What follows belongs to an exercise in optimizing a design on an open flow for small area, a short achievable clock period and few clock cycles; a production flow would make more cautious choices. Where RTL was checked, it was by simulation tests only, not by an equivalence proof against the original.

==> run a: inputs <==
==> flow/design.v <==
module pzip_decompressor (
    input  wire       clk,
    input  wire       rst,
    input  wire       in_valid,
    output wire       in_ready,
    input  wire [7:0] in_data,
    input  wire       in_last,
    output wire       out_valid,
    input  wire       out_ready,
    output wire [7:0] out_data,
    output reg        done,
    output reg        err
);
    localparam HAS   = 0,    
               TBYTE = 1,    
               TAG   = 2,    
               RLE_C = 3,    
               RLE_B = 4,    
               RLE   = 5,    
               RAW   = 6,    
               D_S0  = 7,    
               D_LO  = 8,    
               D_HI  = 9,    
               CODE  = 10,   
               HOLD  = 11,   
               FIN   = 12,   
               DRAIN = 13;   
    reg  [13:0] st;
    reg  [23:0] bbuf;
    reg  [4:0]  bcnt;
    reg         last_seen;
    reg  [3:0]  idx;
    reg  [3:0]  tlen;
    reg  [3:0]  nshift;           
    reg  [7:0]  trail [0:14];
    reg  [7:0]  run_cnt;
    reg  [2:0]  dbits;
    reg  [7:0]  s [0:8];           
    reg  [35:0] bcd;               
    reg  [7:0]  sq [0:8];
    reg  [35:0] bcdq;
    reg         q_busy;
    reg  [3:0]  qidx;
    reg         zbad;              
    reg         err_r;
    reg  [7:0]  o0, o1;
    reg  [1:0]  ocnt;
    wire [15:0] win = bbuf[23:8];
    function [3:0] add3;
        input [3:0] d;
        begin
            add3[3] = d[3] | (d[2] & (d[1] | d[0]));
            add3[2] = (d[3] & d[0]) | (d[2] & ~d[1] & ~d[0]);
            add3[1] = (~d[3] & ~d[2] & d[1]) | (d[2] & d[1] & d[0]) | (d[3] & ~d[0]);
            add3[0] = (~d[3] & ~d[2] & d[0]) | (d[2] & d[1] & ~d[0]) | (d[3] & ~d[0]);
        end
    endfunction
    function [35:0] dabble8;
        input [35:0] b;
        input [7:0]  x;
        integer k, j;
        reg [35:0] t;
        begin
            t = b;
            for (k = 7; k >= 0; k = k - 1) begin
                for (j = 0; j < 9; j = j + 1)
                    t[4*j +: 4] = add3(t[4*j +: 4]);
                t = {t[34:0], x[k]};
            end
            dabble8 = t;
        end
    endfunction
    reg any_zero;
    integer z;
    always @(*) begin
        any_zero = 1'b0;
        for (z = 0; z < 9; z = z + 1)
            if (bcdq[4*z +: 4] == 4'd0) any_zero = 1'b1;
    end
    wire [3:0] digit = bcdq[qidx*4 +: 4];
    reg  [7:0] perm_byte;
    always @(*) begin
        case (digit)
            4'd1: perm_byte = sq[0];
            4'd2: perm_byte = sq[1];
            4'd3: perm_byte = sq[2];
            4'd4: perm_byte = sq[3];
            4'd5: perm_byte = sq[4];
            4'd6: perm_byte = sq[5];
            4'd7: perm_byte = sq[6];
            4'd8: perm_byte = sq[7];
            default: perm_byte = sq[8];
        endcase
    end
    reg [3:0] d0, d1, d2, d3;
    always @(*) begin
        case (dbits)
            3'd1: begin d0 = {3'b0, win[15]};    d1 = {3'b0, win[14]};
                        d2 = {3'b0, win[13]};    d3 = {3'b0, win[12]}; end
            3'd2: begin d0 = {2'b0, win[15:14]}; d1 = {2'b0, win[13:12]};
                        d2 = {2'b0, win[11:10]}; d3 = {2'b0, win[9:8]}; end
            3'd3: begin d0 = {1'b0, win[15:13]}; d1 = {1'b0, win[12:10]};
                        d2 = {1'b0, win[9:7]};   d3 = {1'b0, win[6:4]}; end
            3'd4: begin d0 = win[15:12]; d1 = win[11:8];
                        d2 = win[7:4];   d3 = win[3:0]; end
            default: begin d0 = 4'd0; d1 = 4'd0; d2 = 4'd0; d3 = 4'd0; end
        endcase
    end
    wire [7:0] prev = st[D_LO] ? s[0] : s[4];
    wire [4:0] p2   = d0 + d1;
    wire [5:0] p3   = p2 + d2;
    wire [5:0] p4   = p2 + (d2 + d3);
    wire [8:0] sum1 = prev + d0;
    wire [8:0] sum2 = prev + p2;
    wire [8:0] sum3 = prev + p3;
    wire [8:0] sum4 = prev + p4;
    wire ge3  = (bcnt >= 5'd3);
    wire ge5  = (bcnt >= 5'd5);
    wire ge8  = (bcnt >= 5'd8);
    wire ge11 = (bcnt >= 5'd11);
    wire ge12 = (bcnt >= 5'd12);
    wire ge16 = bcnt[4];
    reg  ged;                      
    always @(*) begin
        case (dbits)
            3'd1:    ged = (bcnt >= 5'd4);
            3'd2:    ged = ge8;
            3'd3:    ged = ge12;
            3'd4:    ged = ge16;
            default: ged = 1'b1;
        endcase
    end
    wire [2:0] tag  = win[15:13];
    wire       ld   = !ocnt[1];    
    wire rle_last   = (run_cnt == 8'd1);
    wire idx8       = (idx == 4'd8);
    wire q_ld    = ld && q_busy;               
    wire q_end   = q_ld && (qidx == 4'd8);
    wire q_free  = !q_busy || q_end;
    wire handoff = st[HOLD] && q_free;
    wire pe      = ld && !q_busy;              
    wire fin_ld  = pe && st[FIN] && (nshift == 4'd15);
    wire oload   = q_ld || (pe && (st[RLE] || (st[RAW] && ge8))) || fin_ld;
    wire rec_end = (pe && st[RLE] && rle_last) || handoff;
    wire tag_go  = (st[TAG] || rec_end) && ge3;
    wire tag_wide = tag_go && ge11 && (tag != 3'd1) && (tag != 3'd7);
    wire rd8     = (st[TBYTE] || st[RLE_C] || st[RLE_B] || st[D_S0] || st[CODE]) && ge8;
    wire rd_has  = st[HAS] && ge5;
    wire rd_d    = (st[D_LO] || st[D_HI]) && ged;
    wire u1  = rd_has && !win[15];
    wire u3  = tag_go && !tag_wide;
    wire u4  = rd_d && (dbits == 3'd1);
    wire u5  = rd_has && win[15];
    wire u8  = rd8 || (st[RAW] && ge8 && pe) || (rd_d && dbits == 3'd2);
    wire u11 = tag_wide;
    wire u12 = rd_d && (dbits == 3'd3);
    wire u16 = rd_d && (dbits == 3'd4);
    wire starved = last_seen &&
        ((st[HAS] && !ge5) || (st[TAG] && !ge3) ||
         ((st[TBYTE] || st[RLE_C] || st[RLE_B] || st[RAW] || st[D_S0] || st[CODE]) && !ge8) ||
         ((st[D_LO] || st[D_HI]) && !ged));
    assign in_ready = !last_seen && !(bcnt[4] && (bcnt[3:0] != 4'd0));
    wire   accept   = in_valid && in_ready;
    wire [4:0] cnt_k = u1 ? bcnt - 5'd1 : u3 ? bcnt - 5'd3 : u4 ? bcnt - 5'd4 :
                       u5 ? bcnt - 5'd5 : u8 ? bcnt - 5'd8 : u11 ? bcnt - 5'd11 :
                       u12 ? bcnt - 5'd12 : u16 ? bcnt - 5'd16 : bcnt;
    wire [4:0] cnt_a = u1 ? bcnt + 5'd7 : u3 ? bcnt + 5'd5 : u4 ? bcnt + 5'd4 :
                       u5 ? bcnt + 5'd3 : u8 ? bcnt : u11 ? bcnt - 5'd3 :
                       u12 ? bcnt - 5'd4 : u16 ? bcnt - 5'd8 : bcnt + 5'd8;
    wire [23:0] inserted = bbuf | ({in_data, 16'h0000} >> bcnt);
    wire [23:0] pre      = accept ? inserted : bbuf;
    wire [23:0] shifted  = u1 ? pre << 1 : u3 ? pre << 3 : u4 ? pre << 4 :
                           u5 ? pre << 5 : u8 ? pre << 8 : u11 ? pre << 11 :
                           u12 ? pre << 12 : u16 ? pre << 16 : pre;
    wire tr_pad   = !st[HAS] && !st[TBYTE] && (nshift != 4'd15);
    wire tr_wr    = st[TBYTE] && ge8;
    wire tr_shift = tr_wr || tr_pad || fin_ld;
    integer i;
    always @(posedge clk) begin
        if (tr_shift) begin
            for (i = 0; i < 14; i = i + 1) trail[i] <= trail[i+1];
            trail[14] <= win[15:8];
        end
    end
    wire [7:0] src_data = q_busy ? perm_byte : st[RLE] ? s[0] :
                          st[RAW] ? win[15:8] : trail[0];
    wire opop = (ocnt != 2'd0) && out_ready;
    assign out_valid = (ocnt != 2'd0);
    assign out_data  = o0;
    always @(posedge clk) begin
        if (oload && (ocnt == 2'd0 || (ocnt == 2'd1 && opop)))
            o0 <= src_data;
        else if (opop)
            o0 <= o1;
        if (oload) o1 <= src_data;
    end
    always @(posedge clk) begin
        zbad <= any_zero;
        if (handoff) begin
            sq[0] <= s[0]; sq[1] <= s[1]; sq[2] <= s[2];
            sq[3] <= s[3]; sq[4] <= s[4]; sq[5] <= s[5];
            sq[6] <= s[6]; sq[7] <= s[7]; sq[8] <= s[8];
            bcdq  <= bcd;
        end
        if (handoff) qidx <= 4'd0;
        else if (q_ld) qidx <= qidx + 4'd1;
        if (tag_go && tag == 3'd0) run_cnt <= win[12:5];
        else if (st[RLE_C]) run_cnt <= win[15:8];
        else if (st[RLE] && pe) run_cnt <= run_cnt - 8'd1;
        if (tag_go) dbits <= tag - 3'd2;
        if (tag_go) s[0] <= win[12:5];
        else if (st[RLE_B] || st[D_S0]) s[0] <= win[15:8];
        if (st[D_LO]) begin
            s[1] <= sum1[7:0]; s[2] <= sum2[7:0];
            s[3] <= sum3[7:0]; s[4] <= sum4[7:0];
        end
        if (st[D_HI]) begin
            s[5] <= sum1[7:0]; s[6] <= sum2[7:0];
            s[7] <= sum3[7:0]; s[8] <= sum4[7:0];
        end
        if (st[D_HI]) bcd <= 36'd0;
        else if (st[CODE] && ge8) bcd <= dabble8(bcd, win[15:8]);
    end
    wire out_empty = (ocnt == 2'd0) || (ocnt == 2'd1 && out_ready);
    wire fin_ok    = last_seen && out_empty && !q_busy && !handoff;
    reg [13:0] nst;
    reg        to_done, to_drain, set_err;
    always @(*) begin
        nst      = st;
        to_done  = 1'b0;
        to_drain = 1'b0;
        set_err  = 1'b0;
        if (tag_go) begin
            nst = 14'd0;
            case (tag)
                3'd7: begin
                    if (tlen != 4'd0) nst[FIN] = 1'b1;
                    else to_drain = 1'b1;
                end
                3'd0: nst[ge11 ? RLE_B : RLE_C] = 1'b1;
                3'd1: nst[RAW] = 1'b1;
                default: nst[ge11 ? D_LO : D_S0] = 1'b1;
            endcase
        end else if (starved) begin
            set_err  = 1'b1;
            to_drain = 1'b1;
        end else begin
            if (st[HAS] && ge5) begin
                nst[HAS] = 1'b0;
                if (win[15] && win[14:11] != 4'd0) nst[TBYTE] = 1'b1;
                else nst[TAG] = 1'b1;
            end
            if (st[TBYTE] && ge8 && (idx + 4'd1 == tlen)) begin
                nst[TBYTE] = 1'b0; nst[TAG] = 1'b1;
            end
            if (st[RLE_C] && ge8) begin
                nst[RLE_C] = 1'b0; nst[RLE_B] = 1'b1;
            end
            if (st[RLE_B] && ge8) begin
                nst[RLE_B] = 1'b0;
                if (run_cnt == 8'd0) nst[TAG] = 1'b1;
                else nst[RLE] = 1'b1;
            end
            if (st[RLE] && pe && rle_last) begin
                nst[RLE] = 1'b0; nst[TAG] = 1'b1;
            end
            if (st[RAW] && ge8 && pe && idx8) begin
                nst[RAW] = 1'b0; nst[TAG] = 1'b1;
            end
            if (st[D_S0] && ge8) begin
                nst[D_S0] = 1'b0; nst[D_LO] = 1'b1;
            end
            if (st[D_LO] && ged) begin
                nst[D_LO] = 1'b0; nst[D_HI] = 1'b1;
                if (sum4[8]) begin set_err = 1'b1; to_drain = 1'b1; end
            end
            if (st[D_HI] && ged) begin
                nst[D_HI] = 1'b0; nst[CODE] = 1'b1;
                if (sum4[8]) begin set_err = 1'b1; to_drain = 1'b1; end
            end
            if (st[CODE] && ge8 && idx[1:0] == 2'd3) begin
                nst[CODE] = 1'b0; nst[HOLD] = 1'b1;
            end
            if (handoff) begin
                nst[HOLD] = 1'b0; nst[TAG] = 1'b1;
            end
            if (fin_ld && tlen == 4'd1) to_drain = 1'b1;
            if (st[DRAIN] && (fin_ok || (accept && in_last && out_empty && !q_busy)))
                to_done = 1'b1;
        end
        if (q_end && zbad) begin set_err = 1'b1; to_drain = 1'b1; to_done = 1'b0; end
        if (to_drain) begin nst = 14'd0; nst[DRAIN] = 1'b1; end
        if (to_done)  begin nst = 14'd0; nst[HAS]   = 1'b1; end
    end
    always @(posedge clk) begin
        if (rst) begin
            st        <= 14'd1;
            bbuf      <= 24'd0;
            bcnt      <= 5'd0;
            last_seen <= 1'b0;
            idx       <= 4'd0;
            tlen      <= 4'd0;
            nshift    <= 4'd0;
            err_r     <= 1'b0;
            done      <= 1'b0;
            err       <= 1'b0;
            ocnt      <= 2'd0;
            q_busy    <= 1'b0;
        end else begin
            if (handoff) q_busy <= 1'b1;
            else if (q_end) q_busy <= 1'b0;
            st   <= nst;
            done <= to_done;
            ocnt <= ocnt + {1'b0, oload} - {1'b0, opop};
            if (st[DRAIN]) begin
                bbuf <= 24'd0;
                bcnt <= 5'd0;
            end else begin
                bbuf <= shifted;
                bcnt <= accept ? cnt_a : cnt_k;
            end
            if (to_done) begin
                err       <= err_r;
                err_r     <= 1'b0;
                last_seen <= 1'b0;
                nshift    <= 4'd0;
            end else begin
                if (set_err) err_r <= 1'b1;
                if (accept && in_last) last_seen <= 1'b1;
                if (tr_wr || tr_pad) nshift <= nshift + 4'd1;
            end
            if (tag_go || (st[HAS] && ge5) || (st[D_HI] && ged) ||
                (st[CODE] && ge8 && idx[1:0] == 2'd3))
                idx <= 4'd0;
            else if ((st[TBYTE] && ge8) || (st[RAW] && ge8 && pe) ||
                     (st[CODE] && ge8))
                idx <= idx + 4'd1;
            if (st[HAS] && ge5) tlen <= win[15] ? win[14:11] : 4'd0;
            else if (fin_ld) tlen <= tlen - 4'd1;
        end
    end
endmodule
==> flow/run.sh <==
#!/bin/bash
# synth_recipe.tcl (not shown) runs the flow's synth.tcl, then flattens the netlist and writes it again
# the make line also repeats each setting of config.mk as NAME=value (left out here)
make -C /OpenROAD-flow-scripts/flow DESIGN_CONFIG=/design/flow/config.mk WORK_HOME=/design/flow/orfs CLKGATE_MAP_FILE= SYNTH_SCRIPT=/design/flow/synth_recipe.tcl finish
==> flow/config.mk <==
export PLATFORM = sky130hd
export DESIGN_NAME = pzip_decompressor
export DESIGN_NICKNAME = pzip_decompressor
export VERILOG_FILES = /design/flow/design.v
export SDC_FILE = /design/flow/constraint.sdc
export NUM_CORES = 4
export LEC_CHECK = 0
export ABC_AREA = 1
export CAP_MARGIN = 70
export CORE_MARGIN = 2
export CORE_UTILIZATION = 40
export SLEW_MARGIN = 70
==> flow/constraint.sdc <==
create_clock -name core_clock -period 15.0 [get_ports {clk}]
set_input_delay 3.0000 -clock core_clock [delete_from_list [all_inputs] [get_ports {clk}]]
set_output_delay 3.0000 -clock core_clock [all_outputs]
set_load 0.01 [all_outputs]
==> inputs of run b, as changes to run a <==
--- a/flow/design.v
+++ b/flow/design.v
@@ -24,11 +24,14 @@
                CODE  = 10,   
                HOLD  = 11,   
                FIN   = 12,   
-               DRAIN = 13;   
+               ENDW  = 13;   
     reg  [13:0] st;
     reg  [23:0] bbuf;
     reg  [4:0]  bcnt;
-    reg         last_seen;
+    reg         last_seen;         
+    reg         last_in;           
+    reg  [7:0]  ib;                
+    reg         ib_v, ib_last;
     reg  [3:0]  idx;
     reg  [3:0]  tlen;
     reg  [3:0]  nshift;           
@@ -41,8 +44,14 @@
     reg  [35:0] bcdq;
     reg         q_busy;
     reg  [3:0]  qidx;
+    reg  [7:0]  qcnt;              
+    reg         qrun;              
     reg         zbad;              
     reg         err_r;
+    reg         ovf;               
+    reg         room;              
+    reg         endc;              
+    reg         drn;               
     reg  [7:0]  o0, o1;
     reg  [1:0]  ocnt;
     wire [15:0] win = bbuf[23:8];
@@ -115,6 +124,7 @@
     wire [8:0] sum3 = prev + p3;
     wire [8:0] sum4 = prev + p4;
     wire ge3  = (bcnt >= 5'd3);
+    wire ge4  = (bcnt >= 5'd4);
     wire ge5  = (bcnt >= 5'd5);
     wire ge8  = (bcnt >= 5'd8);
     wire ge11 = (bcnt >= 5'd11);
@@ -123,7 +133,7 @@
     reg  ged;                      
     always @(*) begin
         case (dbits)
-            3'd1:    ged = (bcnt >= 5'd4);
+            3'd1:    ged = ge4;
             3'd2:    ged = ge8;
             3'd3:    ged = ge12;
             3'd4:    ged = ge16;
@@ -132,16 +142,16 @@
     end
     wire [2:0] tag  = win[15:13];
     wire       ld   = !ocnt[1];    
-    wire rle_last   = (run_cnt == 8'd1);
+    reg  q_last;                   
     wire idx8       = (idx == 4'd8);
     wire q_ld    = ld && q_busy;               
-    wire q_end   = q_ld && (qidx == 4'd8);
+    wire q_end   = q_ld && q_last;
     wire q_free  = !q_busy || q_end;
-    wire handoff = st[HOLD] && q_free;
+    wire handoff = (st[HOLD] || st[RLE]) && q_free;
     wire pe      = ld && !q_busy;              
     wire fin_ld  = pe && st[FIN] && (nshift == 4'd15);
-    wire oload   = q_ld || (pe && (st[RLE] || (st[RAW] && ge8))) || fin_ld;
-    wire rec_end = (pe && st[RLE] && rle_last) || handoff;
+    wire oload   = q_ld || fin_ld;
+    wire rec_end = handoff;
     wire tag_go  = (st[TAG] || rec_end) && ge3;
     wire tag_wide = tag_go && ge11 && (tag != 3'd1) && (tag != 3'd7);
     wire rd8     = (st[TBYTE] || st[RLE_C] || st[RLE_B] || st[D_S0] || st[CODE]) && ge8;
@@ -151,7 +161,7 @@
     wire u3  = tag_go && !tag_wide;
     wire u4  = rd_d && (dbits == 3'd1);
     wire u5  = rd_has && win[15];
-    wire u8  = rd8 || (st[RAW] && ge8 && pe) || (rd_d && dbits == 3'd2);
+    wire u8  = rd8 || (st[RAW] && ge8) || (rd_d && dbits == 3'd2);
     wire u11 = tag_wide;
     wire u12 = rd_d && (dbits == 3'd3);
     wire u16 = rd_d && (dbits == 3'd4);
@@ -159,7 +169,9 @@
         ((st[HAS] && !ge5) || (st[TAG] && !ge3) ||
          ((st[TBYTE] || st[RLE_C] || st[RLE_B] || st[RAW] || st[D_S0] || st[CODE]) && !ge8) ||
          ((st[D_LO] || st[D_HI]) && !ged));
-    assign in_ready = !last_seen && !(bcnt[4] && (bcnt[3:0] != 4'd0));
+    wire   disc     = endc || drn;
+    wire   move     = ib_v && (room || disc);
+    assign in_ready = !last_in && (!ib_v || room);
     wire   accept   = in_valid && in_ready;
     wire [4:0] cnt_k = u1 ? bcnt - 5'd1 : u3 ? bcnt - 5'd3 : u4 ? bcnt - 5'd4 :
                        u5 ? bcnt - 5'd5 : u8 ? bcnt - 5'd8 : u11 ? bcnt - 5'd11 :
@@ -167,8 +179,14 @@
     wire [4:0] cnt_a = u1 ? bcnt + 5'd7 : u3 ? bcnt + 5'd5 : u4 ? bcnt + 5'd4 :
                        u5 ? bcnt + 5'd3 : u8 ? bcnt : u11 ? bcnt - 5'd3 :
                        u12 ? bcnt - 5'd4 : u16 ? bcnt - 5'd8 : bcnt + 5'd8;
-    wire [23:0] inserted = bbuf | ({in_data, 16'h0000} >> bcnt);
-    wire [23:0] pre      = accept ? inserted : bbuf;
+    wire le_k = u1 ? (bcnt <= 5'd17) : u3 ? (bcnt <= 5'd19) : u4 ? (bcnt <= 5'd20) :
+                u5 ? (bcnt <= 5'd21) : u8 ? (bcnt <= 5'd24) : (u11 || u12 || u16) ? 1'b1 :
+                (bcnt <= 5'd16);
+    wire le_a = u1 ? (bcnt <= 5'd9) : u3 ? (bcnt <= 5'd11) : u4 ? (bcnt <= 5'd12) :
+                u5 ? (bcnt <= 5'd13) : u8 ? (bcnt <= 5'd16) : u11 ? (bcnt <= 5'd19) :
+                u12 ? (bcnt <= 5'd20) : u16 ? 1'b1 : (bcnt <= 5'd8);
+    wire [23:0] inserted = bbuf | ({ib, 16'h0000} >> bcnt);
+    wire [23:0] pre      = move ? inserted : bbuf;
     wire [23:0] shifted  = u1 ? pre << 1 : u3 ? pre << 3 : u4 ? pre << 4 :
                            u5 ? pre << 5 : u8 ? pre << 8 : u11 ? pre << 11 :
                            u12 ? pre << 12 : u16 ? pre << 16 : pre;
@@ -182,8 +200,7 @@
             trail[14] <= win[15:8];
         end
     end
-    wire [7:0] src_data = q_busy ? perm_byte : st[RLE] ? s[0] :
-                          st[RAW] ? win[15:8] : trail[0];
+    wire [7:0] src_data = !q_busy ? trail[0] : qrun ? sq[0] : perm_byte;
     wire opop = (ocnt != 2'd0) && out_ready;
     assign out_valid = (ocnt != 2'd0);
     assign out_data  = o0;
@@ -194,6 +211,9 @@
             o0 <= o1;
         if (oload) o1 <= src_data;
     end
+    wire [3:0] qidx_n    = handoff ? 4'd0 : q_ld ? qidx + 4'd1 : qidx;
+    wire [7:0] qcnt_n    = handoff ? (st[RLE] ? run_cnt : 8'd9) :
+                           q_ld ? qcnt - 8'd1 : qcnt;
     always @(posedge clk) begin
         zbad <= any_zero;
         if (handoff) begin
@@ -202,14 +222,15 @@
             sq[6] <= s[6]; sq[7] <= s[7]; sq[8] <= s[8];
             bcdq  <= bcd;
         end
-        if (handoff) qidx <= 4'd0;
-        else if (q_ld) qidx <= qidx + 4'd1;
+        qidx     <= qidx_n;
+        qcnt     <= qcnt_n;
+        q_last   <= (qcnt_n == 8'd1);
+        if (handoff) qrun <= st[RLE];
         if (tag_go && tag == 3'd0) run_cnt <= win[12:5];
         else if (st[RLE_C]) run_cnt <= win[15:8];
-        else if (st[RLE] && pe) run_cnt <= run_cnt - 8'd1;
         if (tag_go) dbits <= tag - 3'd2;
         if (tag_go) s[0] <= win[12:5];
-        else if (st[RLE_B] || st[D_S0]) s[0] <= win[15:8];
+        else if (st[RLE_B] || st[D_S0] || (st[RAW] && idx == 4'd0)) s[0] <= win[15:8];
         if (st[D_LO]) begin
             s[1] <= sum1[7:0]; s[2] <= sum2[7:0];
             s[3] <= sum3[7:0]; s[4] <= sum4[7:0];
@@ -218,22 +239,34 @@
             s[5] <= sum1[7:0]; s[6] <= sum2[7:0];
             s[7] <= sum3[7:0]; s[8] <= sum4[7:0];
         end
+        if (st[RAW]) begin
+            if (idx == 4'd1) s[1] <= win[15:8];
+            if (idx == 4'd2) s[2] <= win[15:8];
+            if (idx == 4'd3) s[3] <= win[15:8];
+            if (idx == 4'd4) s[4] <= win[15:8];
+            if (idx == 4'd5) s[5] <= win[15:8];
+            if (idx == 4'd6) s[6] <= win[15:8];
+            if (idx == 4'd7) s[7] <= win[15:8];
+            if (idx == 4'd8) s[8] <= win[15:8];
+        end
         if (st[D_HI]) bcd <= 36'd0;
+        else if (st[RAW]) bcd <= 36'h987654321;
         else if (st[CODE] && ge8) bcd <= dabble8(bcd, win[15:8]);
     end
     wire out_empty = (ocnt == 2'd0) || (ocnt == 2'd1 && out_ready);
-    wire fin_ok    = last_seen && out_empty && !q_busy && !handoff;
     reg [13:0] nst;
-    reg        to_done, to_drain, set_err;
+    reg        to_done, to_drain, set_err, rec_over;
     always @(*) begin
         nst      = st;
         to_done  = 1'b0;
         to_drain = 1'b0;
         set_err  = 1'b0;
+        rec_over = 1'b0;
         if (tag_go) begin
             nst = 14'd0;
             case (tag)
                 3'd7: begin
+                    rec_over = 1'b1;
                     if (tlen != 4'd0) nst[FIN] = 1'b1;
                     else to_drain = 1'b1;
                 end
@@ -243,6 +276,7 @@
             endcase
         end else if (starved) begin
             set_err  = 1'b1;
+            rec_over = 1'b1;
             to_drain = 1'b1;
         end else begin
             if (st[HAS] && ge5) begin
@@ -261,35 +295,37 @@
                 if (run_cnt == 8'd0) nst[TAG] = 1'b1;
                 else nst[RLE] = 1'b1;
             end
-            if (st[RLE] && pe && rle_last) begin
-                nst[RLE] = 1'b0; nst[TAG] = 1'b1;
-            end
-            if (st[RAW] && ge8 && pe && idx8) begin
-                nst[RAW] = 1'b0; nst[TAG] = 1'b1;
+            if (st[RAW] && ge8 && idx8) begin
+                nst[RAW] = 1'b0; nst[HOLD] = 1'b1;
             end
             if (st[D_S0] && ge8) begin
                 nst[D_S0] = 1'b0; nst[D_LO] = 1'b1;
             end
             if (st[D_LO] && ged) begin
                 nst[D_LO] = 1'b0; nst[D_HI] = 1'b1;
-                if (sum4[8]) begin set_err = 1'b1; to_drain = 1'b1; end
             end
             if (st[D_HI] && ged) begin
                 nst[D_HI] = 1'b0; nst[CODE] = 1'b1;
-                if (sum4[8]) begin set_err = 1'b1; to_drain = 1'b1; end
             end
             if (st[CODE] && ge8 && idx[1:0] == 2'd3) begin
                 nst[CODE] = 1'b0; nst[HOLD] = 1'b1;
             end
             if (handoff) begin
-                nst[HOLD] = 1'b0; nst[TAG] = 1'b1;
+                nst[HOLD] = 1'b0; nst[RLE] = 1'b0; nst[TAG] = 1'b1;
             end
             if (fin_ld && tlen == 4'd1) to_drain = 1'b1;
-            if (st[DRAIN] && (fin_ok || (accept && in_last && out_empty && !q_busy)))
+            if (st[ENDW] && !disc && out_empty && !q_busy)
                 to_done = 1'b1;
         end
-        if (q_end && zbad) begin set_err = 1'b1; to_drain = 1'b1; to_done = 1'b0; end
-        if (to_drain) begin nst = 14'd0; nst[DRAIN] = 1'b1; end
+        if ((q_end && !qrun && zbad) || ovf) begin
+            set_err = 1'b1;
+            to_done = 1'b0;
+            if (!st[FIN] && !st[ENDW]) begin
+                rec_over = 1'b1;
+                to_drain = 1'b1;
+            end
+        end
+        if (to_drain) begin nst = 14'd0; nst[ENDW] = 1'b1; end
         if (to_done)  begin nst = 14'd0; nst[HAS]   = 1'b1; end
     end
     always @(posedge clk) begin
@@ -298,6 +334,12 @@
             bbuf      <= 24'd0;
             bcnt      <= 5'd0;
             last_seen <= 1'b0;
+            last_in   <= 1'b0;
+            ib_v      <= 1'b0;
+            room      <= 1'b1;
+            endc      <= 1'b0;
+            drn       <= 1'b0;
+            ovf       <= 1'b0;
             idx       <= 4'd0;
             tlen      <= 4'd0;
             nshift    <= 4'd0;
@@ -312,27 +354,42 @@
             st   <= nst;
             done <= to_done;
             ocnt <= ocnt + {1'b0, oload} - {1'b0, opop};
-            if (st[DRAIN]) begin
+            if (disc) begin
                 bbuf <= 24'd0;
                 bcnt <= 5'd0;
             end else begin
                 bbuf <= shifted;
-                bcnt <= accept ? cnt_a : cnt_k;
+                bcnt <= move ? cnt_a : cnt_k;
+            end
+            ovf <= (st[D_LO] || st[D_HI]) && ged && sum4[8] && !ovf;
+            room <= disc || (move ? le_a : le_k);
+            endc <= rec_over;
+            if (disc) drn <= !(last_seen || (move && ib_last));
+            if (accept) begin
+                ib      <= in_data;
+                ib_last <= in_last;
+                ib_v    <= 1'b1;
+            end else if (move)
+                ib_v    <= 1'b0;
+            if (disc && (last_seen || (move && ib_last))) begin
+                last_seen <= 1'b0;
+                last_in   <= 1'b0;
+            end else begin
+                if (move && ib_last) last_seen <= 1'b1;
+                if (accept && in_last) last_in <= 1'b1;
             end
             if (to_done) begin
                 err       <= err_r;
                 err_r     <= 1'b0;
-                last_seen <= 1'b0;
                 nshift    <= 4'd0;
             end else begin
                 if (set_err) err_r <= 1'b1;
-                if (accept && in_last) last_seen <= 1'b1;
                 if (tr_wr || tr_pad) nshift <= nshift + 4'd1;
             end
             if (tag_go || (st[HAS] && ge5) || (st[D_HI] && ged) ||
                 (st[CODE] && ge8 && idx[1:0] == 2'd3))
                 idx <= 4'd0;
-            else if ((st[TBYTE] && ge8) || (st[RAW] && ge8 && pe) ||
+            else if ((st[TBYTE] && ge8) || (st[RAW] && ge8) ||
                      (st[CODE] && ge8))
                 idx <= idx + 4'd1;
             if (st[HAS] && ge5) tlen <= win[15] ? win[14:11] : 4'd0;
CAP_MARGIN = 78   (was 70)
CTS_CLUSTER_DIAMETER = 100   (was not set)
CTS_CLUSTER_SIZE = 30   (was not set)
SLEW_MARGIN = 78   (was 70)
==> results.txt <==
quantity	run a	run b
Run status	finished clean	finished clean
Total detailed-routing wirelength	70.0 mm	75.9 mm
H-tree lvl count	2	1
Utilization after layout	45.1%	44.9%
Core box area	67000 um2	69700 um2
#MultiIn Comb	2555	2761
Cell total after placement	4352	4711
Count of flip-flops and latches	430	455
# fillers	6682	7004
Row count	95	97
Starting Density	40.4%	40.2%
Top Layer Used	met4	met5
Net total in the final layout	3606	3881
Nonclk inv count	429	461
Testbench counts of run b, summed over its fixed seeds: cycles 43,357.
Function not checked in run a: the RTL went through the layout flow alone.

==> separate check: timing with driven ports <==
How much do the figures lean on ideal ports? The routed layouts below were timed once more, with nothing changed but the port constraints. Step 1 sets driving cells, clkbuf_16 on the clock port and buf_2 on the other inputs (assumed; they add their load-dependent delay and slew). Step 2 moves the port delays by t, midway between the first and last clock arrival at a register: inputs arrive t later, outputs are due t later. That takes back most of the time a late clock gives input paths. Three values: ideal, step 1, step 2; two values: the first two.
run | t, ns | slack for setup (ns) | worst hold slack (ns) | slew at the worst register clock pin (ns) | worst data-port slew with drivers (ns)
run a | 0.645 | 9.278 / 9.219 / 9.150 | 0.411 / 0.411 / 0.411 | 0.07 / 0.07 | 0.11
run b | 0.639 | 10.152 / 10.089 / 9.755 | 0.416 / 0.416 / 0.416 | 0.12 / 0.12 | 0.04
After both steps setup and hold are still met in every run listed. The setup slack of run b, which loses most, moves by -0.063 ns with the drivers and by -0.397 ns with both steps.
